This design comes from an exercise in tuning for small area on the open sky130 flow, not from production work.
Function was checked by simulation only, so behaviour that the tests miss may differ from the original.
The clock port is modelled as an ideal driver; clocking choices that lean on that would not hold on a real chip.
Power is estimated from default activity; no workload was simulated.

### flow/design.v
`default_nettype none
module bc211_core (
    input  wire        clk,
    input  wire        rst,
    input  wire [7:0]  cfg_debounce_n,
    input  wire        cfg_notify_en,
    input  wire        tick,
    input  wire        stop,
    input  wire [31:0] now,
    output reg         hid_open,
    input  wire        hid_open_done,
    input  wire        hid_open_ok,
    output reg         hid_close,
    output wire        tx_valid,
    output reg  [7:0]  tx_data,
    output wire        tx_last,
    input  wire        tx_ready,
    input  wire        tx_done,
    input  wire [1:0]  tx_status,
    output wire        rx_req,
    input  wire        rx_valid,
    input  wire [7:0]  rx_data,
    input  wire        rx_timeout,
    output wire [50:0] snap,        
    output wire [5:0]  err,         
    output wire [2:0]  link_sst,
    output wire        link_rc,
    output wire [2:0]  link_bst,
    output wire [5:0]  ev_valid,
    output wire [17:0] ev_prev,
    output wire [17:0] ev_new,
    output wire [31:0] ev_ts,
    output wire [5:0]  nt_valid,
    output wire [17:0] nt_summary
);
    localparam [5:0]  STATUS_POLL_MAX = 6'd50;
    localparam [2:0] S_OPEN = 3'd0, S_CONFIG = 3'd1, S_INIT_DIR = 3'd2, S_INIT_PU = 3'd3,
                     S_IDLE = 3'd4, S_READ = 3'd5, S_DEAD = 3'd6, S_OFF = 3'd7;
    localparam [2:0] B_CLOSED = 3'd0, B_IDLE = 3'd1, B_CMD = 3'd2, B_STAT = 3'd3, B_DATA = 3'd4;
    localparam [2:0] X_NONE = 3'd0, X_LOAD = 3'd1, X_SEND = 3'd2, X_SWAIT = 3'd3,
                     X_RWAIT = 3'd4, X_RREQ = 3'd5, X_POST = 3'd6, X_CLASS = 3'd7;
    localparam [2:0] O_OK = 3'd0, O_LEN = 3'd1, O_TIMEOUT = 3'd2, O_BUSY = 3'd3, O_NACK = 3'd4,
                     O_IOERR = 3'd5, O_BADSIZE = 3'd6;
    localparam [2:0] E_NONE = 3'd0, E_DEVNF = 3'd1, E_BUSTIMEOUT = 3'd2, E_BUSERROR = 3'd3,
                     E_INIT = 3'd4, E_BADSIZE = 3'd5, E_IOERROR = 3'd6;
    localparam [2:0] ST_UNKNOWN = 3'd0, ST_EMPTY = 3'd1, ST_CHARGING = 3'd2,
                     ST_FULL = 3'd3, ST_ERROR = 3'd4;
    reg [2:0]  sst;
    reg        rc;
    reg        open_wait;
    reg [2:0]  err_det;
    reg        err_m;       
    reg [2:0]  bst;
    reg [2:0]  xph;
    reg        try_cnt;
    reg [5:0]  k;
    reg [5:0]  idx;         
    reg [1:0]  q;           
    reg [11:0] pt;          
    reg [17:0] cm;          
    reg [7:0]  ring [0:5];
    reg [2:0]  ph;
    reg        wt;          
    reg        act;         
    reg [5:0]  sm;          
    reg [5:0]  cf;          
    reg        first;       
    reg        snap_stale;
    reg [31:0] snap_ts;
    integer j;
    function [2:0] dec;
        input [1:0] pair;
        case (pair)
            2'b11:   dec = ST_EMPTY;
            2'b10:   dec = ST_CHARGING;
            2'b01:   dec = ST_FULL;
            default: dec = ST_ERROR;
        endcase
    endfunction
    reg [17:0] dec_all;
    reg [17:0] snap_st;
    always @(*) begin
        for (j = 0; j < 6; j = j + 1) begin
            dec_all[3*j +: 3] = dec(pt[2*j +: 2]);
            snap_st[3*j +: 3] = ev_valid[j] ? dec_all[3*j +: 3] : cm[3*j +: 3];
        end
    end
    assign snap       = {snap_ts, snap_stale, snap_st};
    reg [2:0] err_cls;
    always @(*) begin
        case (err_det)
            O_OK:      err_cls = err_m ? E_DEVNF : E_NONE;
            O_LEN:     err_cls = E_BUSERROR;
            O_TIMEOUT: err_cls = err_m ? E_INIT : E_BUSTIMEOUT;
            O_IOERR:   err_cls = E_IOERROR;
            O_BADSIZE: err_cls = E_BADSIZE;
            default:   err_cls = err_m ? E_INIT : E_BUSERROR;   
        endcase
    end
    assign err        = {err_det, err_cls};
    assign link_sst   = sst;
    assign link_rc    = rc;
    assign link_bst   = bst;
    assign ev_prev    = cm;
    assign ev_new     = snap_st;
    assign ev_ts      = snap_ts;
    assign nt_summary = snap_st;
    assign tx_valid = (xph == X_SEND);
    assign rx_req   = (xph == X_RREQ);
    assign tx_last  = (idx == 6'd63);
    always @(*) begin
        tx_data = 8'h00;
        if (idx[5:3] == 3'd0) begin
            if (bst == B_STAT)
                tx_data = (idx[2:0] == 3'd0) ? 8'h30 : 8'h00;
            else if (bst == B_DATA)
                tx_data = (idx[2:0] == 3'd0) ? 8'h31 : 8'h00;
            else begin
                case (sst)
                    S_CONFIG:
                        case (idx[2:0])
                            3'd0: tx_data = 8'h10;
                            3'd2: tx_data = 8'h04;
                            3'd4: tx_data = 8'hA0;
                            3'd5: tx_data = 8'h86;
                            3'd6: tx_data = 8'h01;
                            default: tx_data = 8'h00;
                        endcase
                    S_READ:
                        case (idx[2:0])
                            3'd0: tx_data = 8'h22;
                            3'd1: tx_data = 8'h20;
                            3'd2: tx_data = 8'h01;
                            3'd3: tx_data = 8'h02;
                            3'd4: tx_data = 8'h12;
                            default: tx_data = 8'h00;
                        endcase
                    default:
                        case (idx[2:0])
                            3'd0: tx_data = 8'h20;
                            3'd1: tx_data = 8'h20;
                            3'd2: tx_data = 8'h03;
                            3'd4: tx_data = (sst == S_INIT_DIR) ? 8'h00 : 8'h0C;
                            3'd5: tx_data = 8'hFF;
                            3'd6: tx_data = 8'hFF;
                            default: tx_data = 8'h00;
                        endcase
                endcase
            end
        end
    end
    reg [7:0] xcode;
    always @(*) begin
        case (bst)
            B_STAT:  xcode = 8'h30;
            B_DATA:  xcode = 8'h31;
            default: xcode = (sst == S_CONFIG) ? 8'h10 :
                             (sst == S_READ)   ? 8'h22 : 8'h20;
        endcase
    end
    wire rx_wait = (xph == X_RWAIT) || (xph == X_RREQ);
    wire rx_byte = rx_wait && !rx_timeout && rx_valid;
    wire d_is0   = (rx_data == 8'h00);
    wire d_is1   = (rx_data == 8'h01);
    wire d_is2   = (rx_data == 8'h02);
    wire d_is3   = (rx_data == 8'h03);
    wire d_is4   = (rx_data == 8'h04);
    wire good    = (q == 2'b01);
    wire pt_lo   = rx_byte && (idx == 6'd4) && (bst == B_DATA) && good;
    wire pt_hi   = rx_byte && (idx == 6'd5) && (bst == B_DATA) && good;
    wire sw_done = (xph == X_SWAIT) && tx_done;
    wire sw_fail = sw_done && (tx_status != 2'd0);
    wire rw_to   = rx_wait && rx_timeout;
    wire cls_now = (xph == X_CLASS);
    wire ex_fire = sw_fail || rw_to || cls_now;
    wire [1:0] qq = cls_now ? q : 2'b00;
    reg       go_stat, go_data, poll_again, retry, fin;
    reg [2:0] fin_out;
    reg       af;           
    reg [2:0] af_out;
    always @(*) begin
        go_stat = 1'b0; go_data = 1'b0; poll_again = 1'b0; retry = 1'b0;
        fin = 1'b0; fin_out = O_OK; af = 1'b0; af_out = O_TIMEOUT;
        if (ex_fire) begin
            if (sw_fail) begin
                fin = 1'b1; fin_out = tx_status[1] ? O_BADSIZE : O_IOERR;
            end else begin
                case (bst)
                    B_CMD: begin
                        if (qq == 2'b01) go_stat = 1'b1;
                        else if (qq == 2'b10) begin af = 1'b1; af_out = O_BUSY; end
                        else begin af = 1'b1; af_out = O_TIMEOUT; end
                    end
                    B_STAT: begin
                        if (qq == 2'b01) begin
                            if (sst == S_READ) go_data = 1'b1;
                            else begin fin = 1'b1; fin_out = O_OK; end
                        end else if (qq == 2'b10) begin
                            af = 1'b1; af_out = O_NACK;
                        end else if (qq == 2'b11) begin
                            af = 1'b1; af_out = O_TIMEOUT;
                        end else if (k == STATUS_POLL_MAX) begin
                            af = 1'b1; af_out = O_TIMEOUT;
                        end else begin
                            poll_again = 1'b1;
                        end
                    end
                    default: begin  
                        if (qq == 2'b01) begin
                            fin = 1'b1; fin_out = O_OK;
                        end else if (qq == 2'b11) begin
                            af = 1'b1; af_out = O_LEN;
                        end else begin
                            af = 1'b1; af_out = O_TIMEOUT;
                        end
                    end
                endcase
                if (af) begin
                    if ((af_out == O_TIMEOUT || af_out == O_NACK) && !try_cnt)
                        retry = 1'b1;
                    else begin
                        fin = 1'b1; fin_out = af_out;
                    end
                end
            end
        end
    end
    wire       poll_ok = fin && (fin_out == O_OK) && (sst == S_READ);
    wire       post    = (xph == X_POST);
    wire       upd     = act || (wt && ph == 3'd0);
    reg  [5:0] dcm;         
    always @(*)
        for (j = 0; j < 6; j = j + 1)
            dcm[j] = (dec_all[3*j +: 3] != cm[3*j +: 3]);
    wire [7:0] c0  = sm[ph] ? ring[0] : 8'd0;
    wire [8:0] n   = {1'b0, c0} + 9'd1;
    wire       cmt = dcm[ph] && (n >= {1'b0, cfg_debounce_n});
    wire [7:0] c_nx = dcm[ph] ? n[7:0] : 8'd0;
    wire [5:0] commit_now = post ? cf : 6'd0;
    reg  [5:0] full_now;
    always @(*)
        for (j = 0; j < 6; j = j + 1)
            full_now[j] = (pt[2*j +: 2] == 2'b01);
    assign ev_valid = commit_now;
    assign nt_valid = cfg_notify_en ? (commit_now & full_now) : 6'd0;
    always @(posedge clk) begin
        if (rx_byte) begin
            case (idx)
                6'd0: q <= (rx_data == xcode) ? 2'b01 : 2'b00;
                6'd1: q <= !good ? 2'b00 : d_is0 ? 2'b01 : d_is1 ? 2'b10 : d_is2 ? 2'b11 : 2'b00;
                6'd2: if (bst == B_STAT)
                          q <= !good ? 2'b00 : d_is2 ? 2'b01 : d_is3 ? 2'b10 : d_is4 ? 2'b11 : 2'b00;
                6'd3: if (bst == B_DATA)
                          q <= good ? (d_is2 ? 2'b01 : 2'b11) : (q == 2'b11) ? 2'b11 : 2'b00;
                default: ;
            endcase
        end
        if (pt_lo) begin
            pt[7:0] <= rx_data;
            for (j = 0; j < 4; j = j + 1)
                sm[j] <= !first && (rx_data[2*j +: 2] == pt[2*j +: 2]);
        end
        if (pt_hi) begin
            pt[11:8] <= rx_data[3:0];
            sm[4] <= !first && (rx_data[1:0] == pt[9:8]);
            sm[5] <= !first && (rx_data[3:2] == pt[11:10]);
        end
        for (j = 0; j < 5; j = j + 1)
            ring[j] <= ring[j + 1];
        ring[5] <= upd ? c_nx : ring[0];
        case (xph)
            X_LOAD: idx <= 6'd0;
            X_SEND: if (tx_ready) idx <= idx + 6'd1;
            X_RWAIT, X_RREQ: if (rx_byte) idx <= idx + 6'd1;
            default: ;
        endcase
        if (rst) begin
            sst        <= S_OPEN;
            rc         <= 1'b0;
            open_wait  <= 1'b0;
            err_m      <= 1'b0;
            err_det    <= O_OK;
            bst        <= B_CLOSED;
            xph        <= X_NONE;
            try_cnt    <= 1'b0;
            snap_stale <= 1'b1;
            snap_ts    <= 32'd0;
            hid_open   <= 1'b0;
            hid_close  <= 1'b0;
            cm         <= 18'd0;
            ph         <= 3'd0;
            wt         <= 1'b0;
            act        <= 1'b0;
            first      <= 1'b1;
        end else begin
            hid_open  <= 1'b0;
            hid_close <= 1'b0;
            ph <= (ph == 3'd5) ? 3'd0 : ph + 3'd1;
            if (pt_hi) begin
                wt    <= 1'b1;
                first <= 1'b0;
            end else if (ph == 3'd0)
                wt    <= 1'b0;
            if (wt && ph == 3'd0)
                act <= 1'b1;
            else if (ph == 3'd5)
                act <= 1'b0;
            if (upd)
                cf <= {cmt, cf[5:1]};
            for (j = 0; j < 6; j = j + 1)
                if (commit_now[j])
                    cm[3*j +: 3] <= dec_all[3*j +: 3];
            case (xph)
                X_LOAD: begin
                    xph  <= X_SEND;
                    if (bst == B_STAT) k <= k + 6'd1;
                end
                X_SEND: begin
                    if (tx_ready && idx == 6'd63) xph <= X_SWAIT;
                end
                X_SWAIT: begin
                    if (tx_done && tx_status == 2'd0)
                        xph    <= X_RREQ;
                end
                X_RWAIT, X_RREQ: begin
                    if (rx_byte && idx == 6'd63) xph <= X_CLASS;
                    else                         xph <= X_RWAIT;
                end
                X_POST: xph <= X_NONE;
                default: ;
            endcase
            if (go_stat) begin
                bst <= B_STAT;
                k   <= 6'd0;
                xph <= X_LOAD;
            end else if (poll_again) begin
                xph <= X_LOAD;
            end else if (go_data) begin
                bst <= B_DATA;
                xph <= X_LOAD;
            end else if (retry) begin
                try_cnt <= 1'b1;
                bst     <= B_CMD;
                xph     <= X_LOAD;
            end else if (fin) begin
                bst <= B_IDLE;
                xph <= poll_ok ? X_POST : X_NONE;
            end
            case (sst)
                S_OPEN: begin
                    if (!open_wait) begin
                        hid_open  <= 1'b1;
                        open_wait <= 1'b1;
                    end else if (hid_open_done) begin
                        open_wait <= 1'b0;
                        if (hid_open_ok) begin
                            bst <= B_IDLE;
                            sst <= S_CONFIG;
                        end else begin
                            snap_stale <= 1'b1;
                            err_m      <= 1'b1;
                            err_det    <= O_OK;
                            sst        <= S_DEAD;
                        end
                    end
                end
                S_CONFIG, S_INIT_DIR, S_INIT_PU: begin
                    if (bst == B_IDLE && xph == X_NONE) begin
                        try_cnt <= 1'b0;
                        bst     <= B_CMD;
                        xph     <= X_LOAD;
                    end else if (fin) begin
                        if (fin_out == O_OK) begin
                            if (sst == S_CONFIG) sst <= S_INIT_DIR;
                            else if (sst == S_INIT_DIR) sst <= S_INIT_PU;
                            else begin
                                rc  <= 1'b0;
                                sst <= S_IDLE;
                            end
                        end else if (fin_out == O_IOERR) begin
                            snap_stale <= 1'b1;
                            err_m      <= 1'b1;
                            err_det    <= O_IOERR;
                            hid_close  <= 1'b1;
                            bst        <= B_CLOSED;
                            if (rc) sst <= S_DEAD;
                            else begin
                                rc  <= 1'b1;
                                sst <= S_OPEN;
                            end
                        end else begin
                            snap_stale <= 1'b1;
                            err_m      <= 1'b1;
                            err_det    <= fin_out;
                            hid_close  <= 1'b1;
                            bst        <= B_CLOSED;
                            sst        <= S_DEAD;
                        end
                    end
                end
                S_IDLE: begin
                    if (stop) begin
                        hid_close <= 1'b1;
                        bst       <= B_CLOSED;
                        sst       <= S_OFF;
                    end else if (tick) begin
                        sst     <= S_READ;
                        try_cnt <= 1'b0;
                        bst     <= B_CMD;
                        xph     <= X_LOAD;
                    end
                end
                S_READ: begin
                    if (fin) begin
                        case (fin_out)
                            O_OK: begin
                                snap_ts    <= now;
                                snap_stale <= 1'b0;
                                err_m      <= 1'b0;
                                err_det    <= O_OK;
                                sst        <= S_IDLE;
                            end
                            O_TIMEOUT: begin
                                snap_stale <= 1'b1;
                                err_m      <= 1'b0;
                                err_det    <= O_TIMEOUT;
                                sst        <= S_IDLE;
                            end
                            O_IOERR: begin
                                snap_stale <= 1'b1;
                                err_m      <= 1'b0;
                                err_det    <= O_IOERR;
                                hid_close  <= 1'b1;
                                bst        <= B_CLOSED;
                                rc         <= 1'b1;
                                sst        <= S_OPEN;
                            end
                            O_BADSIZE: begin
                                snap_stale <= 1'b1;
                                err_m      <= 1'b0;
                                err_det    <= O_BADSIZE;
                                hid_close  <= 1'b1;
                                bst        <= B_CLOSED;
                                sst        <= S_DEAD;
                            end
                            default: begin
                                snap_stale <= 1'b1;
                                err_m      <= 1'b0;
                                err_det    <= fin_out;
                                sst        <= S_IDLE;
                            end
                        endcase
                    end
                end
                default: ;
            endcase
        end
    end
endmodule
`default_nettype wire
### flow/flow/run.sh
#!/bin/bash
# The standard layout with three changes:
#  - synthesis leaves the adders to ABC and maps the logic with an
#    area-oriented ABC script (flow/area.abc); the flip-flops and every other
#    synthesis step are the standard ones (flow/synth_area.tcl);
#  - the port buffers are made from the smallest buffer cell (resizing still
#    upsizes any that timing or slew needs);
#  - the clock tree is two levels of buffers built by flow/clock_tree.tcl
#    before CTS, in place of TritonCTS's H-tree.
set -euo pipefail
here=$PWD
sed "s#SYNTH_SCRIPT=[^ ]*#SYNTH_SCRIPT=$here/flow/synth_area.tcl#" standard.sh > area_standard.sh
grep -q "SYNTH_SCRIPT=$here/flow/synth_area.tcl" area_standard.sh
export AREA_ABC_SCRIPT=$here/flow/area.abc
export BUFFER_PORTS_ARGS="-buffer_cell sky130_fd_sc_hd__buf_1"
export PRE_CTS_TCL=$here/flow/clock_tree.tcl
export CTS_ARGS="-clk_nets clk -dont_use_dummy_load -buf_list sky130_fd_sc_hd__clkbuf_8"
bash area_standard.sh synth > synth.log 2>&1
bash area_standard.sh finish > finish.log 2>&1
### flow/flow/area.abc
strash
dch -f
amap
mfs2
strash
dch -f
amap
mfs2
strash
dch -f
amap
topo
### flow/flow/clock_tree.tcl
# Clock tree made before CTS (PRE_CTS_TCL): the clock port drives one root
# buffer, which drives 16 leaf buffers, each placed at the centre of a group
# of about ten flip-flops (the sinks split by recursive bisection along the
# longer side). Every register sees the same two buffers, so the tree is
# balanced; CTS then has no unbuffered clock net left to work on.
proc manual_clock_tree {K cell {root ""}} {
  set block [ord::get_db_block]
  set clknet [$block findNet clk]
  set sinks {}
  foreach it [$clknet getITerms] {
    set inst [$it getInst]
    set m [[$inst getMaster] getName]
    if {[$it isInputSignal] || [[$it getMTerm] getSigType] == "CLOCK" || [[$it getMTerm] getName] == "CLK"} {
      set loc [$inst getLocation]
      lappend sinks [list $it [lindex $loc 0] [lindex $loc 1]]
    }
  }
  # simple recursive bisection into K groups (K a power of two)
  set groups [list $sinks]
  while {[llength $groups] < $K} {
    set ng {}
    foreach g $groups {
      set xs [lmap s $g {lindex $s 1}]; set ys [lmap s $g {lindex $s 2}]
      set dx [expr {[tcl::mathfunc::max {*}$xs] - [tcl::mathfunc::min {*}$xs]}]
      set dy [expr {[tcl::mathfunc::max {*}$ys] - [tcl::mathfunc::min {*}$ys]}]
      set idx [expr {$dx >= $dy ? 1 : 2}]
      set gs [lsort -integer -index $idx $g]
      set h [expr {[llength $gs] / 2}]
      lappend ng [lrange $gs 0 [expr {$h - 1}]] [lrange $gs $h end]
    }
    set groups $ng
  }
  set master [[ord::get_db] findMaster $cell]
  set src $clknet
  if {$root != ""} {
    # one root buffer between the clock port and the cluster buffers
    set sx 0; set sy 0
    foreach s $sinks { incr sx [lindex $s 1]; incr sy [lindex $s 2] }
    set rb [odb::dbInst_create $block [[ord::get_db] findMaster $root] "clkbuf_manual_root"]
    set src [odb::dbNet_create $block "clk_manual_root"]
    $src setSigType CLOCK
    [$rb findITerm A] connect $clknet
    [$rb findITerm X] connect $src
    $rb setLocation [expr {$sx / [llength $sinks]}] [expr {$sy / [llength $sinks]}]
    $rb setPlacementStatus PLACED
  }
  set i 0
  foreach g $groups {
    set sx 0; set sy 0
    foreach s $g { incr sx [lindex $s 1]; incr sy [lindex $s 2] }
    set cx [expr {$sx / [llength $g]}]; set cy [expr {$sy / [llength $g]}]
    set buf [odb::dbInst_create $block $master "clkbuf_manual_$i"]
    set net [odb::dbNet_create $block "clk_manual_$i"]
    $net setSigType CLOCK
    foreach s $g { set it [lindex $s 0]; $it disconnect; $it connect $net }
    [$buf findITerm A] connect $src
    [$buf findITerm X] connect $net
    $buf setLocation $cx $cy
    $buf setPlacementStatus PLACED
    incr i
  }
  puts "manual clock tree: [llength $sinks] sinks in $K clusters of $cell"
}

manual_clock_tree 16 sky130_fd_sc_hd__clkbuf_4 sky130_fd_sc_hd__clkbuf_16
### flow/flow/synth_area.tcl
# synth_recipe.tcl with two changes: no half/full adder cells are extracted
# (extract_fa), so all the logic goes to ABC, and the technology mapping of
# the logic uses an area-oriented ABC script (flow/area.abc) in place of
# ORFS's speed script. Everything else, including the flip-flop mapping, is
# the standard synthesis.
proc synth {args} { yosys synth -nofsm -noshare {*}$args }
proc abc {args} {
  set i [lsearch -exact $args -script]
  if {$i >= 0} { lset args [expr {$i + 1}] $::env(AREA_ABC_SCRIPT) }
  yosys abc {*}$args
}
proc extract_fa {args} { }
source $::env(SCRIPTS_DIR)/synth.tcl
# left out here: clear keep_hierarchy, flatten, clean up, hide names made inside functions, write 1_2_yosys.v
### flow/standard.sh
#!/bin/bash
# synth_recipe.tcl (not shown) runs the flow's synth.tcl, then flattens the netlist and writes it again
# the make line also repeats each setting of config.mk as NAME=value (left out here)
make -C /OpenROAD-flow-scripts/flow DESIGN_CONFIG=/design/flow/config.mk WORK_HOME=/design/flow/orfs CLKGATE_MAP_FILE= SYNTH_SCRIPT=/design/flow/synth_recipe.tcl "${@:-finish}"
### flow/config.mk
export PLATFORM = sky130hd
export DESIGN_NAME = bc211_core
export DESIGN_NICKNAME = bc211_core
export VERILOG_FILES = /design/flow/design.v
export SDC_FILE = /design/flow/constraint.sdc
export NUM_CORES = 4
export LEC_CHECK = 0
export CAP_MARGIN = 0
export CORE_MARGIN = 2
export CORE_UTILIZATION = 40
export CTS_BUF_LIST = sky130_fd_sc_hd__clkbuf_8
export SLEW_MARGIN = 0
### flow/constraint.sdc
create_clock -name core_clock -period 10.0 [get_ports {clk}]
set_input_delay 2.0000 -clock core_clock [delete_from_list [all_inputs] [get_ports {clk}]]
set_output_delay 2.0000 -clock core_clock [all_outputs]
set_load 0.01 [all_outputs]
==> flow_metrics.tcl, run 1 <==
set metrics [dict create \
    worstPathArrival_ps 5650 \
    hold_depth 0 \
    avgSynthCellArea_um2 8.931 \
    cts.hold.buffers_added 0 \
    drv_cap 0 \
    drv_slew 0 \
    vias 6342 \
    cts_resized 0 \
    antenna_cells 0 \
    path_clk_slew_ps 100 \
    synth-seq-cells 161 \
    fmax_ghz 0.1865 \
    synth.largest_area_cell "dfxtp_1" \
    postCtsSetupBuffers 0 \
    crit_path_end_kind "register" \
    drt_iter0_drc 457 \
    drive_above_1_share_pct 2.333 \
    start_util_pct 41.06 \
    min_from "ring[4][3]$_DFF_P_" \
    synth_nets 859 \
    gp_congestion 0.9503 \
    tightest_slew_ps 1099 \
    layout.nets 1049 \
    min_period_ps 5361 \
    hold_class "reg2reg" \
    finalHoldViolations 0 \
    num-fill-cells 1784 \
    pre_cts_ws_ps 4295 \
    die_width_um 137.5 \
    yosysUniqueCellTypes 41 \
    grt_overflow 0 \
    seq_area_frac_synth_pct 50.56 \
    timing.rr.start "sst[0]$_SDFFE_PP0P_" \
    pwr_density_cell_nw_per_um2 153.6 \
    core_area_um2 17360 \
    place_hpwl_mm 14.50 \
    r2r_cells 11 \
    synth_area_leaders "dfxtp_1, edfxtp_1, buf_4" \
    drt_drc_violations_left 0 \
    grt_antenna_before_repair 0 \
    finalCritPeriodShare_pct 53.61 \
    synth_warnings 2 \
    finalSetupViolCount 0 \
    port-buffer-count 235 \
    grt_pass1_vias 5710 \
    netlist_area_um2 7127 \
    ant_nets 0 \
    die_area_um2 18900 \
    io_pins 236 \
    startpoint_type "primary input" \
    rsz0062_at_grt "false" \
    synth_ff_type "dfxtp_1" \
    worst_slack_ps 4639 \
    firstDrtPassIters 5 \
    die_h_um 137.5 \
    cp.required_ps 10290 \
    grt_start_max_net_pins 40 \
    crit_fanout 33 \
    async_reset_ff_share_pct 0 \
    wl_per_cell_um 15.58 \
    worstSkewPairLatency_ps 400 \
    synth-edff-count 38 \
    synth_top_area_share_pct 34.55 \
    grt_pass1_wl_mm 28.89 \
    syn2layout_area_growth_pct 11.64 \
    relSlewSlack_pct 26.56 \
    setup_tns_ps 0 \
    detail_route.vias_per_cell 5.237 \
    track_usage_pct 19.03 \
    wirelength_mm 18.86 \
    fp-row-count 48 \
    leakage_uw 0.002672 \
    finClkSkew_ps 12.85 \
    criticalPathCategory "in2reg" \
    fin_util_pct 45.84 \
    outcome "no timing/DRC/antenna violations" \
    ir_drop_uv 79.40 \
    crit_start "tx_status[1]" \
    netlist_instances 798 \
]
-- stage by stage --
step                cell area [um^2]  std cells  hold slack (ps)  power (uW)
floorplan                       7127        798            309.6       869.7
global placement                7811       1194            310.3       946.6
detailed placement              7811       1194            312.1       942.4
CTS                             7956       1211            312.1        1147
global route                    7956       1211            340.5        1293
finish                          7956       1211            334.2        1222
-- cells by family after synthesis --
group	Yosys count	synth area share, %
flip-flops	161	50.56
buffers and inverters	173	12.75
AND/OR/NAND/NOR	262	16.01
XOR/XNOR	2	0.2458
AO/OA/AOI/OAI	200	20.44
-- placed cells by master, fill, tap and decap left out, types with 2 or more instances in the layout --
master,n
a2111oi_0,10
a211o_1,2
a211oi_1,8
a21oi_1,18
a221oi_1,5
a22oi_1,3
a311oi_1,2
a31oi_1,10
and3_1,2
buf_1,234
buf_4,5
clkbuf_4,16
clkinv_1,104
dfxtp_1,123
edfxtp_1,38
nand2_1,46
nand3_1,14
nor2_1,125
nor2b_1,7
nor3_1,44
nor4_1,7
o211ai_1,2
o21a_1,8
o21ai_0,41
o221a_1,34
o221ai_1,2
o22ai_1,44
o32ai_1,3
or2_0,6
or3_1,6
or4_1,2
xor2_1,2
-- flip-flops by register name (all words and copies together) (netlist names), 6 cells and up --
register,flops
sm,6
snap_ts,32
ring,48
k,6
pt,12
cm,18
idx,6
cf,6
-- cells in the mapped netlist (2+ instances only) --
cell         n
a31oi_1     10
o22ai_1     44
xor2_1       2
buf_4       69
nor4_1       7
a21oi_1     18
o211ai_1     2
a311oi_1     2
o32ai_1      3
a2111oi_0   10
or3_1        6
o21ai_0     41
or2_0        6
nor2b_1      7
nand2_1     46
dfxtp_1    123
edfxtp_1    38
a211oi_1     8
o221ai_1     2
o21a_1       8
nor3_1      44
nand3_1     14
o221a_1     34
and3_1       2
or4_1        2
clkinv_1   104
nor2_1     125
a211o_1      2
a221oi_1     5
a22oi_1      3
-- worst paths after layout --
| check | end | slack, ps |
|---|---|---|
| worst min register to register | ring[3][3]$_DFF_P_ | 330 |
| worst max-delay path | snap_ts[15]$_SDFFE_PP0P_ | 4640 |
| worst min-delay path | ring[3][3]$_DFF_P_ | 330 |
| worst max register to register | snap_ts[15]$_SDFFE_PP0P_ | 5240 |
-- layout make-up --
class                           count  area [um^2]  area share, %
Buffer                             17        145.1          1.824
Inverter                          104        390.4          4.906
Multi-Input combinational cell    464         2615          32.87
Sequential cell                   161         3603          45.29
Tap cell                          225        281.5          3.538
Timing Repair Buffer              240        920.9          11.57
-- power breakdown --
part	switching (uW)	total (uW)	leakage, uW	internal, uW
Sequential	21.9	703	0.00134	681
Combinational	153	228	0.00124	75.0
Clock	198	292	0.0000859	93.2
Total	373	1220	0.00267	849
-- critical path, stage by stage --
cell      delay, ps
buf_1           140
nor3_1          110
nor3_1          570
nor2_1          180
clkinv_1        150
nor2_1          100
nand2_1         810
clkinv_1       1040
o221a_1         510
-- routing by layer --
layer | part of all wire [%] | wire, um | GRT usage (%)
met5 | 0 | 0 | 0
met1 | 45 | 8399 | 26.02
met4 | 3.6 | 682 | 5.956
met2 | 45 | 8433 | 31.37
met3 | 7.1 | 1347 | 2.355
==> inputs of run 2 (changes only) <==
--- a/flow/design.v
+++ b/flow/design.v
@@ -234,6 +234,5 @@
             dcm[j] = (dec_all[3*j +: 3] != cm[3*j +: 3]);
-    wire [7:0] c0  = sm[ph] ? ring[0] : 8'd0;
-    wire [8:0] n   = {1'b0, c0} + 9'd1;
-    wire       cmt = dcm[ph] && (n >= {1'b0, cfg_debounce_n});
-    wire [7:0] c_nx = dcm[ph] ? n[7:0] : 8'd0;
+    wire [7:0] c0  = sm[ph] ? ring[0] : ~cfg_debounce_n;
+    wire       cmt = dcm[ph] && (c0[7:1] == 7'h7F);
+    wire [7:0] c_nx = c0 + 8'd1;
     wire [5:0] commit_now = post ? cf : 6'd0;
==> run 2 against run 1 <==
Still clean. Maximum frequency is 0.67% lower. Sequential power is 2.8% higher. Hold slack worse by 8.6 ps. Via count decreased by 2.0%. Synthesized area down 0.68%. Power grew 7.6%. Final cell count shrank 0.58%. Clock skew rose by 13 ps. Critical path depth increased by 4. Global-route usage increased by 0.15 points. Critical path type unchanged. Critical endpoint is now snap_ts[22]$_SDFFE_PP0P_. Largest power group unchanged. Highest routed layer is now met5.
==> flow_metrics.tcl, run 2 <==
set metrics [dict create \
    io_pins 236 \
    dp_cells 1187 \
    finalHoldViolations 0 \
    criticalPathCategory "in2reg" \
    antenna_cells 0 \
    cp.required_ps 10280 \
    grt_start_max_net_pins 41 \
    postCtsSetupBuffers 0 \
    setup_tns_ps 0 \
    largest_reg_flops 48 \
    wirelength_mm 19.18 \
    min_period_ps 5397 \
    top_register "ring" \
    final_common_cell "buf_1" \
    final_cells 1204 \
    vias 6218 \
    crit_fanout 33 \
    synth_commonest_cells "nor2_1, dfxtp_1, clkinv_1, buf_4, o22ai_1" \
    layout.nets 1042 \
    tightest_slew_ps 1036 \
    path_clk_slew_ps 110 \
    grt_antenna_before_repair 1 \
    startpoint_type "primary input" \
    grt_pass1_wl_mm 28.90 \
    synth-seq-cells 161 \
    drt_iter0_drc 270 \
    die_h_um 137.0 \
    finClkSkew_ps 26.17 \
    netlist_area_um2 7078 \
    port-buffer-count 235 \
    track_usage_pct 19.18 \
    synth_ff_type "dfxtp_1" \
    synth_area_leaders "dfxtp_1, edfxtp_1, buf_4" \
    finalSetupViolCount 0 \
    synth_top_area_share_pct 34.79 \
    synth.largest_area_cell "dfxtp_1" \
    start_util_pct 40.92 \
    syn2layout_area_growth_pct 11.68 \
    outcome "no timing/DRC/antenna violations" \
    ir_drop_uv 153.2 \
    drv_cap 0 \
    avgSynthCellArea_um2 8.937 \
    gp_congestion 0.8696 \
    worstSkewPairLatency_ps 400 \
    synth-edff-count 38 \
    die_width_um 137.0 \
    grt_overflow 0 \
    netlist_instances 792 \
    drv_slew 0 \
    yosys.cell_count.top_type "nor2_1" \
    worstPathArrival_ps 5680 \
    core_area_um2 17300 \
    synth_nets 853 \
    leakage_uw 0.002655 \
    cts.hold.buffers_added 0 \
    drive_above_1_share_pct 2.349 \
    pwr_density_cell_nw_per_um2 166.4 \
    detail_route.vias_per_cell 5.164 \
    finalCritPeriodShare_pct 53.97 \
    wl_per_cell_um 15.93 \
    fin_total_pwr_uw 1315 \
    final_cell_area_um2 7905 \
    rsz0062_at_grt "false" \
    place_hpwl_mm 14.74 \
    fin_util_pct 45.70 \
    most-common-layout-cells "buf_1, nor2_1, dfxtp_1" \
    async_reset_ff_share_pct 0 \
    firstDrtPassIters 4 \
    place_area_um2 7760 \
    crit_path_end_kind "register" \
    cts_resized 0 \
    grt_pass1_vias 5614 \
    drt_drc_violations_left 0 \
    largestRegisters "ring (48), snap_ts (32), cm (18)" \
    die_area_um2 18770 \
    relSlewSlack_pct 30.70 \
    ant_nets 0 \
    synth_warnings 2 \
    seq_area_frac_synth_pct 50.91 \
    hold_class "reg2reg" \
    yosysUniqueCellTypes 42 \
    fp-row-count 48 \
    fmax_ghz 0.1853 \
]
-- run 2: cell count changes after synthesis, moves of 4 or more --
cell | before | now
a21oi_1 | 18 | 25
clkinv_1 | 104 | 112
nand2_1 | 46 | 42
nand3_1 | 14 | 18
nor3_1 | 44 | 39
o21a_1 | 8 | 3
o21ai_0 | 41 | 28
o22a_1 | 0 | 4
-- run 2: final cells by class --
class / instances / area (um^2)
Fill cell: 1770 / 9392
Inverter: 112 / 420.4
Sequential cell: 161 / 3603
Buffer: 17 / 145.1
Tap cell: 225 / 281.5
Multi-Input combinational cell: 450 / 2541
Timing Repair Buffer: 239 / 913.4
-- run 2: kinds of logic (layout without fill, tap and decap cells) --
kind of cell,count (synthesis),in the layout,share of synthesized area [%]
buffers and inverters,181,368,13.26
DFF,161,161,50.91
AOI/OAI and AO/OA,192,192,19.89
and+or+nand+nor,258,258,15.94
-- run 2: per-stage QoR --
stage | hold slack [ps] | worst slack, ps
global placement | 309.9 | 4278
floorplan | 309.6 | 3016
global route | 331.8 | 4236
detailed placement | 312.1 | 4160
finish | 325.5 | 4603
CTS | 312.1 | 4157
-- run 2: worst paths after layout --
| kind | start | cells after the start | slack [ps] | end |
|---|---|---|---|---|
| hold / removal | ring[1][6]$_DFF_P_ | 0 | 330 | ring[0][6]$_DFF_P_ |
| setup reg to reg | bst[1]$_SDFF_PP0_ | 17 | 5280 | snap_ts[22]$_SDFFE_PP0P_ |
| setup / recovery | tx_status[1] | 13 | 4600 | snap_ts[22]$_SDFFE_PP0P_ |
| hold reg to reg | ring[1][6]$_DFF_P_ | 0 | 330 | ring[0][6]$_DFF_P_ |
-- run 2: power breakdown --
group	internal [uW]	switching, uW	leakage, uW
Combinational	102	204	0.00122
Sequential	694	29.0	0.00135
Clock	93.2	193	0.0000859
Total	889	426	0.00265
-- run 2: worst max-delay path, stage by stage --
cell	delay (ps)
buf_1	80
nor2_1	180
nor2_1	70
nand3_1	170
clkinv_1	180
o22ai_1	270
clkinv_1	130
nor3_1	360
clkinv_1	220
nor3_2	250
buf_4	380
clkinv_1	790
o221a_1	560
-- run 2: routing by layer --
layer	vias up	GRT usage (%)	share of wire, %
met1	2816	24.73	43
met2	229	34.41	49
met4	2	3.723	2.1
met5	-	0	0.068
li1	3138	-	-
met3	33	2.444	6.5
==> inputs of run 3 (changes only) <==
==> flow/flow/area.abc (replaced) <==
strash
dch -f
amap
mfs2
strash
dch -f
amap
mfs2
strash
dch -f
amap
mfs2
strash
dch -f
amap
mfs2
strash
dch -f
amap
topo
--- a/flow/flow/clock_tree.tcl
+++ b/flow/flow/clock_tree.tcl
@@ -64,2 +64,27 @@
 
+# after manual_clock_tree: upsize any leaf buffer whose flip-flops see a slow clock edge
+proc upsize_slow_leaves {limit bigcell} {
+  set_propagated_clock [all_clocks]
+  estimate_parasitics -placement
+  set n 0
+  foreach inst [get_cells clkbuf_manual_*] {
+    if {[get_name $inst] == "clkbuf_manual_root"} { continue }
+    set out [get_pins -of_objects $inst -filter "direction==output"]
+    set net [get_nets -of_objects $out]
+    set worst 0
+    foreach p [get_pins -of_objects $net -filter "direction==input"] {
+      set s [get_property $p slew_max]
+      if {$s > $worst} { set worst $s }
+    }
+    if {$worst > $limit} {
+      replace_cell $inst $bigcell
+      incr n
+    }
+    puts "leaf [get_name $inst] worst clock slew $worst"
+  }
+  puts "upsized $n leaf buffers to $bigcell"
+  unset_propagated_clock [all_clocks]
+}
+
 manual_clock_tree 16 sky130_fd_sc_hd__clkbuf_4 sky130_fd_sc_hd__clkbuf_16
+upsize_slow_leaves 0.110 sky130_fd_sc_hd__clkbuf_8
==> run 3 against run 2 <==
Register-to-register slack gained 310 ps. Still clean. Combinational power shrank 3%. Critical path type is now reg2out. Sequential share of layout area shrank 0.19 points. Routed wire length grew 1.6%. Largest power group unchanged. Worst setup slack gained 350 ps. Synthesized area shrank 0.16%. Maximum frequency grew 7.0%. Cell area grew 0.41%. Via count grew 0.71%. Sequential power shrank 1%. Clock power grew about 10%.
==> flow_metrics.tcl, run 3 <==
set metrics [dict create \
    outcome "no timing/DRC/antenna violations" \
    synth_top_area_share_pct 34.84 \
    tightest_slew_ps 1011 \
    fin_util_pct 45.89 \
    pre_cts_ws_ps 4841 \
    seq_area_um2 3603 \
    drt_drc_violations_left 0 \
    finalHoldViolations 0 \
    synth.largest_area_cell "dfxtp_1" \
    relSlewSlack_pct 32.20 \
    whs_ps 293.3 \
    worstPathArrival_ps 3050 \
    num-fill-cells 1714 \
    vias 6262 \
    criticalPathCategory "reg2out" \
    synth_warnings 2 \
    async_reset_ff_share_pct 0 \
    leakage_uw 0.002654 \
    crit_fanout 11 \
    cp.required_ps 8000 \
    netlist_area_um2 7067 \
    fmax_ghz 0.1982 \
    yosysUniqueCellTypes 40 \
    wl_per_cell_um 16.17 \
    die_width_um 136.9 \
    drive_above_1_share_pct 2.454 \
    syn2layout_area_growth_pct 12.32 \
    drv_slew 0 \
    synth_nets 851 \
    firstDrtPassIters 5 \
    grt_start_max_net_pins 37 \
    synth_ff_type "dfxtp_1" \
    largestRegisters "ring (48), snap_ts (32), cm (18)" \
    grt_antenna_before_repair 2 \
    crit_path_end_kind "output pin" \
    hold_class "reg2reg" \
    synth-edff-count 38 \
    worst_slack_ps 4954 \
    finClkSkew_ps 34.40 \
    worstSkewPairLatency_ps 400 \
    seq_area_frac_synth_pct 50.99 \
    die_area_um2 18750 \
    drv_cap 0 \
    port-buffer-count 235 \
    netlist_instances 790 \
    gp_congestion 0.8816 \
    pwr_density_cell_nw_per_um2 167.0 \
    avgSynthCellArea_um2 8.945 \
    final_common_cell "buf_1" \
    multiInputGateArea_um2 2541 \
    layout.nets 1041 \
    finalSetupViolCount 0 \
    rsz0062_at_grt "false" \
    start_util_pct 40.86 \
    place_hpwl_mm 14.86 \
    setup_tns_ps 0 \
    wirelength_mm 19.49 \
    ir_drop_uv 107.8 \
    core_area_um2 17300 \
    finalCritPeriodShare_pct 50.46 \
    io_pins 236 \
    synth_commonest_cells "nor2_1, dfxtp_1, clkinv_1, buf_4, nand2_1" \
    cts.hold.buffers_added 0 \
    path_clk_slew_ps 100 \
    min_period_ps 5046 \
    synth_area_leaders "dfxtp_1, edfxtp_1, buf_4" \
    synth-seq-cells 161 \
    startpoint_type "register" \
    detail_route.vias_per_cell 5.197 \
    ant_nets 0 \
    track_usage_pct 19.57 \
    grt_pass1_vias 5496 \
    postCtsSetupBuffers 0 \
    die_h_um 136.9 \
    top_register "ring" \
    grt_overflow 0 \
    most-common-layout-cells "buf_1, nor2_1, dfxtp_1" \
    largest_reg_flops 48 \
    yosys.cell_count.top_type "nor2_1" \
    grt_pass1_wl_mm 29.07 \
    fp-row-count 48 \
    cts_resized 0 \
    drt_iter0_drc 335 \
]
[run 3: cell count changes in the layout (fill, tap and decap cells not counted), moves of 5 or more]
| cell | delta |
|---|---|
| nor3_1 | +5 |
| clkbuf_8 | +5 |
| o22ai_1 | -8 |
| clkbuf_4 | -5 |
| a31oi_1 | +5 |
| o21ai_0 | -6 |
[run 3: worst paths after layout]
kind | start | to | slack (ps) | depth (start not counted)
setup / recovery | sst[0]$_SDFFE_PP0P_ | tx_data[5] | 4950 | 8
hold / removal | ring[4][6]$_DFF_P_ | ring[3][6]$_DFF_P_ | 290 | 0
setup reg to reg | idx[0]$_SDFFCE_PN0P_ | sst[1]$_SDFFE_PP0P_ | 5590 | 22
hold reg to reg | ring[4][6]$_DFF_P_ | ring[3][6]$_DFF_P_ | 290 | 0
[run 3: critical path, stage by stage (launching register included)]
cell and delay, ps:
dfxtp_1 450, clkinv_1 110, or2_0 320, nor2_1 620
clkinv_1 390, nor2_1 250, nand2_1 70, a31oi_1 270
buf_1 190
[run 3: stage by stage]
stage          instances  area [um^2]  total power, uW
2_1_floorplan        790         7067            928.2
3_3_place_gp        1186         7756             1021
3_5_place_dp        1186         7756             1019
4_1_cts             1203         7933             1248
5_1_grt             1204         7935             1400
6_report            1205         7938             1326
[run 3: kinds of logic (layout without fill, tap and decap cells)]
group / count (synthesis) / after routing / synth area share (%)
flops: 161 / 161 / 50.99
simple gates: 266 / 266 / 16.43
buf+inv: 178 / 366 / 13.12
compound gates: 184 / 184 / 19.33
other cells: 0 / 2 / 0
xor+xnor: 1 / 1 / 0.1240
[run 3: cell type report]
class	count	share of cell area [%]
Sequential cell	161	45.40
Multi-Input combinational cell	451	32.01
Timing Repair Buffer	240	11.60
Inverter	109	5.154
Tap cell	225	3.547
Buffer	17	2.223
Antenna cell	2	0.06305
[run 3: metal layers]
layer	track usage, %	wire, um
met5	0	0
met4	5.727	658
met3	2.704	1294
met2	32.42	8789
met1	26.67	8747
[run 3: where the power goes]
group	leakage [uW]	internal (uW)	switching [uW]
Clock	0.0000989	114	202
Combinational	0.00122	95.0	201
Sequential	0.00133	687	26.8
==> inputs of run 4 (changes only) <==
--- a/flow/config.mk
+++ b/flow/config.mk
@@ -9,3 +9,3 @@
 export CORE_MARGIN = 2
-export CORE_UTILIZATION = 40
+export CORE_UTILIZATION = 60
 export CTS_BUF_LIST = sky130_fd_sc_hd__clkbuf_8
==> run 4 against run 3 <==
Final cell count shrank 7.2%. Critical path depth is 4 lower. Still clean. Critical endpoint is now nt_valid[0]. Register-to-register slack lost 220 ps. Critical path type is now in2out. Routed wire length down 4.8%. Cell area is 1.8% lower. Highest routed layer unchanged.
==> flow_metrics.tcl, run 4 <==
set metrics [dict create \
    antenna_cells 0 \
    crit_fanout 6 \
    path_clk_slew_ps 100 \
    die_h_um 112.5 \
    crit_path_end_kind "output pin" \
    yosysUniqueCellTypes 40 \
    die_area_um2 12660 \
    finalHoldViolations 0 \
    largest_reg_flops 48 \
    drv_cap 0 \
    hold_class "reg2reg" \
    critPathMaxStageDelay_ps 550 \
    synth-seq-cells 161 \
    ant_nets 0 \
    rsz0062_at_grt "false" \
    final_common_cell "buf_1" \
    top_register "ring" \
    vias 6360 \
    avgSynthCellArea_um2 8.945 \
    min_period_ps 5092 \
    netlist_instances 790 \
    synth-edff-count 38 \
    worstPathArrival_ps 3090 \
    seq_area_frac_synth_pct 50.99 \
    postCtsSetupBuffers 0 \
    fmax_ghz 0.1964 \
    startpoint_type "primary input" \
    cp.required_ps 8000 \
    cts.hold.buffers_added 0 \
    synth_warnings 2 \
    pwr_density_cell_nw_per_um2 168.0 \
    finClkSkew_ps 37.07 \
    cp_cell_sequence "buf_1 > clkinv_1 > nor4_1 > buf_1" \
    finalCritPeriodShare_pct 50.92 \
    port-buffer-count 235 \
    leakage_uw 0.002631 \
    wl_per_cell_um 16.59 \
    crit_top_cell "buf_1" \
    start_util_pct 61.63 \
    relSlewSlack_pct 18.14 \
    final_cells 1118 \
    track_usage_pct 27.70 \
    setup_tns_ps 0 \
    grt_start_max_net_pins 40 \
    firstDrtPassIters 5 \
    finalSetupViolCount 0 \
    layout.nets 1038 \
    largestRegisters "ring (48), snap_ts (32), cm (18)" \
    dp_cells 1101 \
    detail_route.vias_per_cell 5.689 \
    synth_area_leaders "dfxtp_1, edfxtp_1, buf_4" \
    gp_congestion 0.9052 \
    wirelength_mm 18.55 \
    most-common-layout-cells "buf_1, nor2_1, dfxtp_1" \
    async_reset_ff_share_pct 0 \
    outcome "no timing/DRC/antenna violations" \
    grt_antenna_before_repair 0 \
    synth_ff_type "dfxtp_1" \
    netlist_area_um2 7067 \
    drv_slew 0 \
    worstSkewPairLatency_ps 390 \
    criticalPathCategory "in2out" \
    synth_commonest_cells "nor2_1, dfxtp_1, clkinv_1, buf_4, nand2_1" \
    drt_drc_violations_left 0 \
    synth_nets 851 \
    ir_drop_uv 109.4 \
    io_pins 236 \
    syn2layout_area_growth_pct 10.29 \
    fp-row-count 39 \
    num-fill-cells 969 \
    drive_above_1_share_pct 2.051 \
    grt_pass1_wl_mm 28.99 \
    core_area_um2 11470 \
    tightest_slew_ps 1219 \
    die_width_um 112.5 \
    place_hpwl_mm 14.39 \
    yosys.cell_count.top_type "nor2_1" \
    synth.largest_area_cell "dfxtp_1" \
    synth_top_area_share_pct 34.84 \
    drt_iter0_drc 496 \
    cts_resized 0 \
    grt_pass1_vias 5683 \
    grt_overflow 0 \
    slowest_stage "nor4_1" \
]
[run 4: cell counts after synthesis]
No cell type changed its count.
[run 4: cell families after synthesis]
family,share of synthesized area [%]
buffers and inverters,13.12
xor gates and xnor gates,0.1240
AOI/OAI and AO/OA,19.33
and+or+nand+nor,16.43
DFF,50.99
[run 4: path summary, 6_finish.rpt]
path	slack (ps)	cells after the start	startpoint	to
min reg2reg	330	0	ring[1][6]$_DFF_P_	ring[0][6]$_DFF_P_
max	4910	4	cfg_notify_en	nt_valid[0]
min	330	0	ring[1][6]$_DFF_P_	ring[0][6]$_DFF_P_
max reg2reg	5370	22	idx[0]$_SDFFCE_PN0P_	sst[1]$_SDFFE_PP0P_
[run 4: per-stage QoR]
stage / hold WS, ps / power [uW] / cell area, um^2 / util, % / setup slack, ps
finish: 333.6 / 1309 / 7794 / 67.97 / 4908
floorplan: 309.6 / 928.2 / 7067 / - / 5466
global route: 341.8 / 1368 / 7794 / 67.97 / 4691
global placement: 312.6 / 1014 / 7630 / 66.54 / 4913
detailed placement: 312.1 / 1017 / 7630 / 66.54 / 4754
CTS: 312.1 / 1236 / 7794 / 67.97 / 4683
[run 4: critical path: cells and delay by family]
family	cells	cell delay (ps)
buffers and inverters	3	530
and+or+nand+nor	1	550
[run 4: layer usage]
layer | global-route usage, % | up-vias | part of all wire (%)
met3 | 2.754 | 28 | 7.1
met4 | 5.691 | 0 | 2.2
met2 | 47.63 | 273 | 47
met5 | 0 | - | 0
met1 | 38.46 | 2945 | 43
li1 | - | 3114 | -
[run 4: cell type report]
cell class / instances / area, um^2 / area share (%)
inverter: 109 / 409.1 / 5.250
sequential: 161 / 3603 / 46.24
buffer: 17 / 163.9 / 2.103
multi-input combinational: 451 / 2541 / 32.61
timing repair buffer: 237 / 897.1 / 11.51
tap: 143 / 178.9 / 2.296
[run 4: report_power, final]
part	leakage, uW	internal (uW)	switching [uW]	total [uW]
Clock	0.0000937	106	194	300
Sequential	0.00133	687	25.3	712
Combinational	0.00120	94.8	202	297
Total	0.00263	888	422	1310
==> inputs of run 5 (changes only) <==
--- a/flow/config.mk
+++ b/flow/config.mk
@@ -9,3 +9,3 @@
 export CORE_MARGIN = 2
-export CORE_UTILIZATION = 60
+export CORE_UTILIZATION = 88
 export CTS_BUF_LIST = sky130_fd_sc_hd__clkbuf_8
==> run 5 against run 4 <==
The flow now stops in global placement without I/O. Synthesized cell count unchanged. Synthesized area unchanged.
==> flow_metrics.tcl, run 5 <==
set metrics [dict create \
    outcome "aborted with a tool error" \
    haltStage "global placement without I/O" \
    firstError "[ERROR GPL-0301] Utilization 101.970 % exceeds 100%." \
    synth_ff_type "dfxtp_1" \
    yosys.cell_count.top_type "nor2_1" \
    synth-seq-cells 161 \
    synth-edff-count 38 \
    synth_area_leaders "dfxtp_1, edfxtp_1, buf_4" \
    netlist_instances 790 \
    yosysUniqueCellTypes 40 \
    netlist_area_um2 7067 \
    async_reset_ff_share_pct 0 \
    fp-row-count 32 \
    seq_area_frac_synth_pct 50.99 \
    start_util_pct 90.98 \
    synth_warnings 2 \
    synth_commonest_cells "nor2_1, dfxtp_1, clkinv_1, buf_4, nand2_1" \
    synth_top_area_share_pct 34.84 \
    synth.largest_area_cell "dfxtp_1" \
    die_width_um 93.61 \
    avgSynthCellArea_um2 8.945 \
    synth_nets 851 \
    die_h_um 93.61 \
]
-- run 5: kinds of logic after synthesis --
family | count (synthesis) | synth area share, %
flops | 161 | 50.99
xor+xnor | 1 | 0.1240
compound gates | 184 | 19.33
simple gates | 266 | 16.43
buf+inv | 178 | 13.12
==> inputs of run 6 (changes only) <==
--- a/flow/config.mk
+++ b/flow/config.mk
@@ -9,3 +9,3 @@
 export CORE_MARGIN = 2
-export CORE_UTILIZATION = 88
+export CORE_UTILIZATION = 80
 export CTS_BUF_LIST = sky130_fd_sc_hd__clkbuf_8
==> run 6 against run 5 <==
The run now finishes clean. Synthesized cell count stayed put. Synthesized area stayed put.
==> flow_metrics.tcl, run 6 <==
set metrics [dict create \
    outcome "no timing/DRC/antenna violations" \
    finalHoldViolations 0 \
    min_period_ps 5128 \
    setup_tns_ps 0 \
    port-buffer-count 235 \
    core_area_um2 8636 \
    grt_pass1_wl_mm 31.10 \
    syn2layout_area_growth_pct 9.614 \
    busiest_layer "met2" \
    drv_slew 0 \
    hold_class "reg2reg" \
    seq_area_frac_synth_pct 50.99 \
    yosys.cell_count.top_type "nor2_1" \
    drt_drc_violations_left 0 \
    grt_pass1_vias 6485 \
    place_hpwl_mm 14.81 \
    postCtsSetupBuffers 0 \
    leakage_uw 0.002632 \
    detail_route.vias_per_cell 6.356 \
    startpoint_type "register" \
    track_usage_pct 38.91 \
    antenna_cells 0 \
    final_common_cell "buf_1" \
    crit_fanout 11 \
    synth-edff-count 38 \
    ant_nets 0 \
    fp-row-count 34 \
    avgSynthCellArea_um2 8.945 \
    num-fill-cells 445 \
    top_register "ring" \
    fmax_ghz 0.1950 \
    synth_area_leaders "dfxtp_1, edfxtp_1, buf_4" \
    wirelength_mm 19.87 \
    tightest_slew_ps 1132 \
    synth_top_area_share_pct 34.84 \
    synth_nets 851 \
    finClkSkew_ps 11.82 \
    firstDrtPassIters 5 \
    grt_overflow 0 \
    die_area_um2 9601 \
    final_cells 1085 \
    die_h_um 97.99 \
    worstSkewPairLatency_ps 380 \
    grtUsageMet3_pct 7.445 \
    met2_usage_pct 69.76 \
    grt_start_max_net_pins 40 \
    layout.nets 1040 \
    crit_path_end_kind "output pin" \
    netlist_area_um2 7067 \
    synth_commonest_cells "nor2_1, dfxtp_1, clkinv_1, buf_4, nand2_1" \
    grt_antenna_before_repair 0 \
    drt_iter0_drc 674 \
    grt_use_met1_pct 45.92 \
    cp.required_ps 8000 \
    netlist_instances 790 \
    io_pins 236 \
    synth_ff_type "dfxtp_1" \
    drv_cap 0 \
    cts.hold.buffers_added 0 \
    async_reset_ff_share_pct 0 \
    relSlewSlack_pct 24.08 \
    die_width_um 97.99 \
    rsz0062_at_grt "false" \
    wl_per_cell_um 18.31 \
    finalCritPeriodShare_pct 51.28 \
    fin_total_pwr_uw 1301 \
    path_clk_slew_ps 110 \
    largest_reg_flops 48 \
    start_util_pct 81.83 \
    drive_above_1_share_pct 2.252 \
    finalSetupViolCount 0 \
    largestRegisters "ring (48), snap_ts (32), cm (18)" \
    synth.largest_area_cell "dfxtp_1" \
    criticalPathCategory "reg2out" \
    dp_cells 1068 \
    synth_warnings 2 \
    whs_ps 333.6 \
    gp_congestion 1.113 \
    worstPathArrival_ps 3130 \
    ir_drop_uv 142.9 \
    pwr_density_cell_nw_per_um2 167.9 \
    most-common-layout-cells "buf_1, nor2_1, dfxtp_1" \
    synth-seq-cells 161 \
    yosysUniqueCellTypes 40 \
    vias 6896 \
    cts_resized 0 \
    fin_util_pct 89.70 \
]
-- run 6: logic make-up after synthesis --
| family | share of synthesized area [%] |
|---|---|
| AO/OA/AOI/OAI | 19.33 |
| XOR/XNOR | 0.1240 |
| buffers and inverters | 13.12 |
| flip-flops | 50.99 |
| AND/OR/NAND/NOR | 16.43 |
-- run 6: worst paths after layout --
| path | start | to | slack (ps) | depth (start not counted) |
|---|---|---|---|---|
| max | sst[0]$_SDFFE_PP0P_ | tx_data[5] | 4870 | 8 |
| min reg2reg | ring[2][6]$_DFF_P_ | ring[1][6]$_DFF_P_ | 330 | 0 |
| min | ring[2][6]$_DFF_P_ | ring[1][6]$_DFF_P_ | 330 | 0 |
| max reg2reg | idx[0]$_SDFFCE_PN0P_ | sst[1]$_SDFFE_PP0P_ | 5340 | 22 |
-- run 6: layout make-up --
cell class	instances	area (um^2)	share of cell area, %
Buffer	17	145.1	1.874
Tap cell	108	135.1	1.744
Multi-Input combinational cell	451	2541	32.81
Sequential cell	161	3603	46.52
Timing Repair Buffer	239	912.1	11.78
Inverter	109	409.1	5.282
-- run 6: power breakdown --
| part | switching, uW | internal, uW |
|---|---|---|
| logic | 208 | 94.8 |
| clock network | 191 | 93.3 |
| registers | 26.2 | 687 |
| total | 426 | 875 |
-- run 6: worst max-delay path, cell delays in order (launching register included) --
cell and delay [ps]:
dfxtp_1 430, clkinv_1 110, or2_0 350, nor2_1 660
clkinv_1 370, nor2_1 250, nand2_1 80, a31oi_1 290
buf_1 190
-- run 6: through the flow --
| step | worst slack (ps) | cell area [um^2] |
|---|---|---|
| 5_1_grt | 4646 | 7746 |
| 2_1_floorplan | 5466 | 7067 |
| 6_report | 4872 | 7746 |
| 3_5_place_dp | 4862 | 7601 |
| 4_1_cts | 4836 | 7746 |
| 3_3_place_gp | 5168 | 7601 |
-- run 6: layer usage --
metal / up-vias / part of all wire [%]
li1: 3111 / -
met3: 97 / 11
met1: 3171 / 35
met4: 0 / 5.0
met5: - / 0
met2: 517 / 49
==> inputs of run 7 (changes only) <==
==> flow/flow/area.abc (replaced) <==
strash
dch -f
amap
mfs2
strash
dch -f
amap
mfs2
strash
dch -f
amap
topo
--- a/flow/config.mk
+++ b/flow/config.mk
@@ -9,3 +9,3 @@
 export CORE_MARGIN = 2
-export CORE_UTILIZATION = 80
+export CORE_UTILIZATION = 40
 export CTS_BUF_LIST = sky130_fd_sc_hd__clkbuf_8
==> run 7 against run 6 <==
Critical endpoint is now snap_ts[22]$_SDFFE_PP0P_. Sequential cell count unchanged. Hold slack worse by 27 ps. Final cell count grew 11%. Critical path type is now in2reg. Via count decreased by 9.9%. Clock power rose by 11%. Sequential share of layout area shrank 1.2 points. Cell area increased by 2.5%. Highest routed layer is now met5. First-iteration DRC count shrank 62%. Critical path depth rose by 5. Core utilization shrank 44 points. Power up 3.4%.
==> flow_metrics.tcl, run 7 <==
set metrics [dict create \
    synth_nets 853 \
    async_reset_ff_share_pct 0 \
    grt_pass1_wl_mm 28.95 \
    drt_iter0_drc 255 \
    start_util_pct 40.92 \
    synth-edff-count 38 \
    grt_overflow 0 \
    rsz0062_at_grt "false" \
    r2r_cells 17 \
    synth-seq-cells 161 \
    synth_ff_type "dfxtp_1" \
    grt_start_max_net_pins 41 \
    worstPathArrival_ps 5700 \
    crit_start "tx_status[1]" \
    r2r_slack_ps 5220 \
    cp_cell_sequence "buf_1 > nor2_1 > nor2_1 > nand3_1 > clkinv_1 > o22ai_1 > clkinv_1 > nor3_1 > clkinv_1 > nor3_2 > buf_4 > clkinv_1 > o221a_1" \
    crit_path_end_kind "register" \
    detail_route.vias_per_cell 5.159 \
    core_area_um2 17300 \
    wirelength_mm 19.21 \
    leakage_uw 0.002670 \
    place_hpwl_mm 14.74 \
    port-buffer-count 235 \
    cp.required_ps 10260 \
    finalSetupViolCount 0 \
    final_common_cell "buf_1" \
    drive_above_1_share_pct 2.349 \
    antenna_cells 0 \
    finalHoldViolations 0 \
    gp_congestion 0.8696 \
    startpoint_type "primary input" \
    synth_commonest_cells "nor2_1, dfxtp_1, clkinv_1, buf_4, o22ai_1" \
    crit_top_cell "clkinv_1" \
    crit_cells 13 \
    fp-row-count 48 \
    ant_nets 0 \
    seq_area_frac_synth_pct 50.91 \
    slowest_stage "clkinv_1" \
    fmax_ghz 0.1836 \
    vias 6211 \
    synth_top_area_share_pct 34.79 \
    pwr_density_cell_nw_per_um2 169.4 \
    criticalPathCategory "in2reg" \
    largestRegisters "ring (48), snap_ts (32), cm (18)" \
    yosys.cell_count.top_type "nor2_1" \
    netlist_instances 792 \
    min_period_ps 5445 \
    cp_num_buf_inv 6 \
    io_pins 236 \
    outcome "no timing/DRC/antenna violations" \
    die_h_um 137.0 \
    critPathCapture "snap_ts[22]$_SDFFE_PP0P_" \
    track_usage_pct 19.21 \
    avgSynthCellArea_um2 8.937 \
    drv_slew 0 \
    synth_area_leaders "dfxtp_1, edfxtp_1, buf_4" \
    grt_antenna_before_repair 1 \
    whs_ps 306.7 \
    finalCritPeriodShare_pct 54.45 \
    worstReg2RegEnd "snap_ts[22]$_SDFFE_PP0P_" \
    final_cells 1204 \
    cts.hold.buffers_added 0 \
    setup_tns_ps 0 \
    synth.largest_area_cell "dfxtp_1" \
    worstSkewPairLatency_ps 410 \
    pre_cts_ws_ps 4160 \
    hold_class "reg2reg" \
    yosysUniqueCellTypes 42 \
    synth_warnings 2 \
    layout.nets 1042 \
    netlist_area_um2 7078 \
    most-common-layout-cells "buf_1, nor2_1, dfxtp_1" \
    firstDrtPassIters 4 \
    largest_reg_flops 48 \
    syn2layout_area_growth_pct 12.21 \
    ir_drop_uv 153.4 \
    die_width_um 137.0 \
    postCtsSetupBuffers 0 \
    tightest_slew_ps 1054 \
    crit_fanout 33 \
    dp_cells 1187 \
    relSlewSlack_pct 29.49 \
    path_clk_slew_ps 100 \
    drv_cap 0 \
    cts_resized 0 \
    worst_slack_ps 4555 \
    top_register "ring" \
    critPathTopFamily "buffers and inverters" \
    critPathMaxStageDelay_ps 800 \
    drt_drc_violations_left 0 \
    fin_total_pwr_uw 1345 \
    wl_per_cell_um 15.95 \
    die_area_um2 18770 \
    finClkSkew_ps 40.34 \
    timing.rr.start "bst[1]$_SDFF_PP0_" \
    grt_pass1_vias 5622 \
]
run 7: cell types whose count changed after synthesis, sizes merged, moves of 4 or more:
cell / before / now
o21ai: 22 / 28
a31oi: 14 / 9
o21a: 7 / 3
nor3: 44 / 39
nand2: 46 / 42
o22ai: 36 / 44
run 7: logic make-up (layout without fill, tap and decap cells):
family,count (synthesis),count (layout),synth area share [%]
AND/OR/NAND/NOR,258,258,15.94
buffers and inverters,181,368,13.26
AO/OA/AOI/OAI,192,192,19.89
flip-flops,161,161,50.91
run 7: cell type report:
cell class / count / area, um^2
Tap cell: 225 / 281.5
Multi-Input combinational cell: 450 / 2541
Timing Repair Buffer: 239 / 913.4
Sequential cell: 161 / 3603
Fill cell: 1767 / 9354
Buffer: 17 / 182.7
Inverter: 112 / 420.4
run 7: routing by layer:
| metal | wire, um | vias up | track usage, % |
|---|---|---|---|
| met5 | 13 | - | 0 |
| met4 | 398 | 2 | 3.780 |
| met3 | 1281 | 33 | 2.481 |
| met2 | 9400 | 224 | 34.44 |
| met1 | 8111 | 2816 | 24.75 |
| li1 | - | 3136 | - |
run 7: how the worst min path moves through the flow:
stage / end / slack, ps / depth (start not counted) / from
after floorplan: ring[0][0]$_DFF_P_ / 310 / 0 / ring[1][0]$_DFF_P_
after global placement: ring[3][2]$_DFF_P_ / 310 / 0 / ring[4][2]$_DFF_P_
after detailed placement: ring[0][7]$_DFF_P_ / 310 / 0 / ring[1][7]$_DFF_P_
after CTS: ring[0][7]$_DFF_P_ / 310 / 0 / ring[1][7]$_DFF_P_
after global routing: ring[1][6]$_DFF_P_ / 300 / 0 / ring[2][6]$_DFF_P_
final: ring[1][6]$_DFF_P_ / 310 / 0 / ring[2][6]$_DFF_P_
run 7: per-stage QoR:
step,utilization [%],instance area (um^2)
after floorplan,-,7078
after global placement,44.86,7760
after detailed placement,44.86,7760
after CTS,45.92,7943
after global routing,45.92,7943
final,45.92,7943
run 7: report_power, final:
part | switching (uW) | internal, uW | total, uW
registers | 28.6 | 694 | 723
clock network | 199 | 118 | 317
logic | 203 | 102 | 305
total | 431 | 914 | 1350
==> inputs of run 8 (changes only) <==
==> flow/flow/area.abc (replaced) <==
strash
dch -f
amap
mfs2
strash
dch -f
amap
mfs2
strash
dch -f
amap
mfs2
strash
dch -f
amap
mfs2
strash
dch -f
amap
topo
--- a/flow/config.mk
+++ b/flow/config.mk
@@ -9,3 +9,3 @@
 export CORE_MARGIN = 2
-export CORE_UTILIZATION = 40
+export CORE_UTILIZATION = 70
 export CTS_BUF_LIST = sky130_fd_sc_hd__clkbuf_8
==> run 8 against run 7 <==
Still clean. Routed wire length increased by 5.0%. Register-to-register slack improved by 240 ps. Sequential cell count unchanged. Sequential share of layout area increased by 1.0 points. Maximum frequency increased by 6.9%. Sequential power decreased by 1%. Critical endpoint is now tx_data[5]. Largest cell class unchanged.
==> flow_metrics.tcl, run 8 <==
set metrics [dict create \
    outcome "no timing/DRC/antenna violations" \
    wl_per_cell_um 18.20 \
    synth_top_area_share_pct 34.84 \
    seq_area_frac_synth_pct 50.99 \
    track_usage_pct 35.37 \
    crit_path_end_kind "output pin" \
    synth-seq-cells 161 \
    largest_reg_flops 48 \
    relSlewSlack_pct 20.55 \
    finClkSkew_ps 38.03 \
    grt_pass1_vias 6101 \
    yosys.cell_count.top_type "nor2_1" \
    die_h_um 104.5 \
    place_hpwl_mm 15.05 \
    tightest_slew_ps 1189 \
    grt_overflow 0 \
    ant_nets 0 \
    finalCritPeriodShare_pct 50.93 \
    top_register "ring" \
    synth_commonest_cells "nor2_1, dfxtp_1, clkinv_1, buf_4, nand2_1" \
    async_reset_ff_share_pct 0 \
    postCtsSetupBuffers 0 \
    finalHoldViolations 0 \
    cts_resized 0 \
    p_comb_share_pct 23.1 \
    synth_area_leaders "dfxtp_1, edfxtp_1, buf_4" \
    finalSetupViolCount 0 \
    most-common-layout-cells "buf_1, nor2_1, dfxtp_1" \
    drv_slew 0 \
    drive_above_1_share_pct 2.051 \
    synth_nets 851 \
    drt_iter0_drc 647 \
    detail_route.vias_per_cell 6.082 \
    core_area_um2 9774 \
    die_width_um 104.5 \
    gp_congestion 0.9052 \
    synth_warnings 2 \
    wirelength_mm 20.17 \
    worstSkewPairLatency_ps 390 \
    cp.required_ps 8000 \
    largestRegisters "ring (48), snap_ts (32), cm (18)" \
    synth-edff-count 38 \
    grt_pass1_wl_mm 31.50 \
    whs_ps 338.1 \
    layout.nets 1038 \
    avgSynthCellArea_um2 8.945 \
    fin_util_pct 79.48 \
    worstPathArrival_ps 3090 \
    synth.largest_area_cell "dfxtp_1" \
    pwr_density_cell_nw_per_um2 168.1 \
    firstDrtPassIters 5 \
    power.share.clock_pct 22.3 \
    vias 6739 \
    setup_tns_ps 0 \
    synth_ff_type "dfxtp_1" \
    min_period_ps 5093 \
    drv_cap 0 \
    cts.hold.buffers_added 0 \
    io_pins 236 \
    criticalPathCategory "reg2out" \
    final_common_cell "buf_1" \
    power_switching_share_pct 32.68 \
    fp-row-count 36 \
    start_util_pct 72.30 \
    grt_start_max_net_pins 40 \
    yosysUniqueCellTypes 40 \
    port-buffer-count 235 \
    path_clk_slew_ps 110 \
    p_switching_uw 426.7 \
    hold_class "reg2reg" \
    syn2layout_area_growth_pct 9.933 \
    antenna_cells 0 \
    die_area_um2 10920 \
    netlist_area_um2 7067 \
    crit_fanout 11 \
    pwr-share-seq_pct 54.6 \
    leakage_uw 0.002626 \
    netlist_instances 790 \
    rsz0062_at_grt "false" \
    grt_antenna_before_repair 0 \
    internal_power_uw 879.1 \
    drt_drc_violations_left 0 \
    startpoint_type "register" \
    ir_drop_uv 112.5 \
    fmax_ghz 0.1963 \
]
==> run 8: logic make-up after synthesis <==
family,Yosys count,share of synthesized area (%)
compound gates,184,19.33
flops,161,50.99
simple gates,266,16.43
buf+inv,178,13.12
xor+xnor,1,0.1240
==> run 8: metrics by stage <==
| stage | instances | worst slack, ps | area, um^2 | total power, uW |
|---|---|---|---|---|
| 5_1_grt | 1108 | 4736 | 7769 | 1364 |
| 6_report | 1108 | 4907 | 7769 | 1306 |
| 4_1_cts | 1108 | 4893 | 7769 | 1229 |
| 3_5_place_dp | 1091 | 4910 | 7617 | 1018 |
| 3_3_place_gp | 1091 | 5073 | 7617 | 1010 |
| 2_1_floorplan | 790 | 5466 | 7067 | 928.2 |
==> run 8: layout make-up <==
cell class / instances / area (um^2)
timing repair buffer: 237 / 897.1
sequential: 161 / 3603
multi-input combinational: 451 / 2541
buffer: 17 / 151.4
fill: 624 / 2006
tap: 133 / 166.4
inverter: 109 / 409.1
==> run 8: power by group through the flow <==
stage          sequential, uW  clock (uW)  combinational [uW]
2_1_floorplan             725           0                 203
3_3_place_gp              725           0                 285
3_5_place_dp              726           0                 292
4_1_cts                   727         208                 294
5_1_grt                   716         315                 333
6_report                  713         291                 301
==> run 8: worst max-delay path: stages (launching register included) <==
cell and delay, ps:
dfxtp_1 430, clkinv_1 100, or2_0 330, nor2_1 660
clkinv_1 400, nor2_1 250, nand2_1 80, a31oi_1 280
buf_1 190
==> run 8: worst paths after layout <==
check / from / endpoint / slack [ps] / cells after the start
worst min register to register: ring[3][3]$_DFF_P_ / ring[2][3]$_DFF_P_ / 340 / 0
worst max-delay path: sst[0]$_SDFFE_PP0P_ / tx_data[5] / 4910 / 8
worst min-delay path: ring[3][3]$_DFF_P_ / ring[2][3]$_DFF_P_ / 340 / 0
worst max register to register: idx[0]$_SDFFCE_PN0P_ / sst[1]$_SDFFE_PP0P_ / 5460 / 22
==> run 8: routing by layer <==
| metal | global-route usage, % | vias up | wire [um] |
|---|---|---|---|
| li1 | - | 3125 | - |
| met1 | 46.37 | 3101 | 7764 |
| met2 | 59.06 | 445 | 9629 |
| met3 | 4.887 | 68 | 1877 |
| met4 | 14.77 | 0 | 895 |
| met5 | 0 | - | 0 |
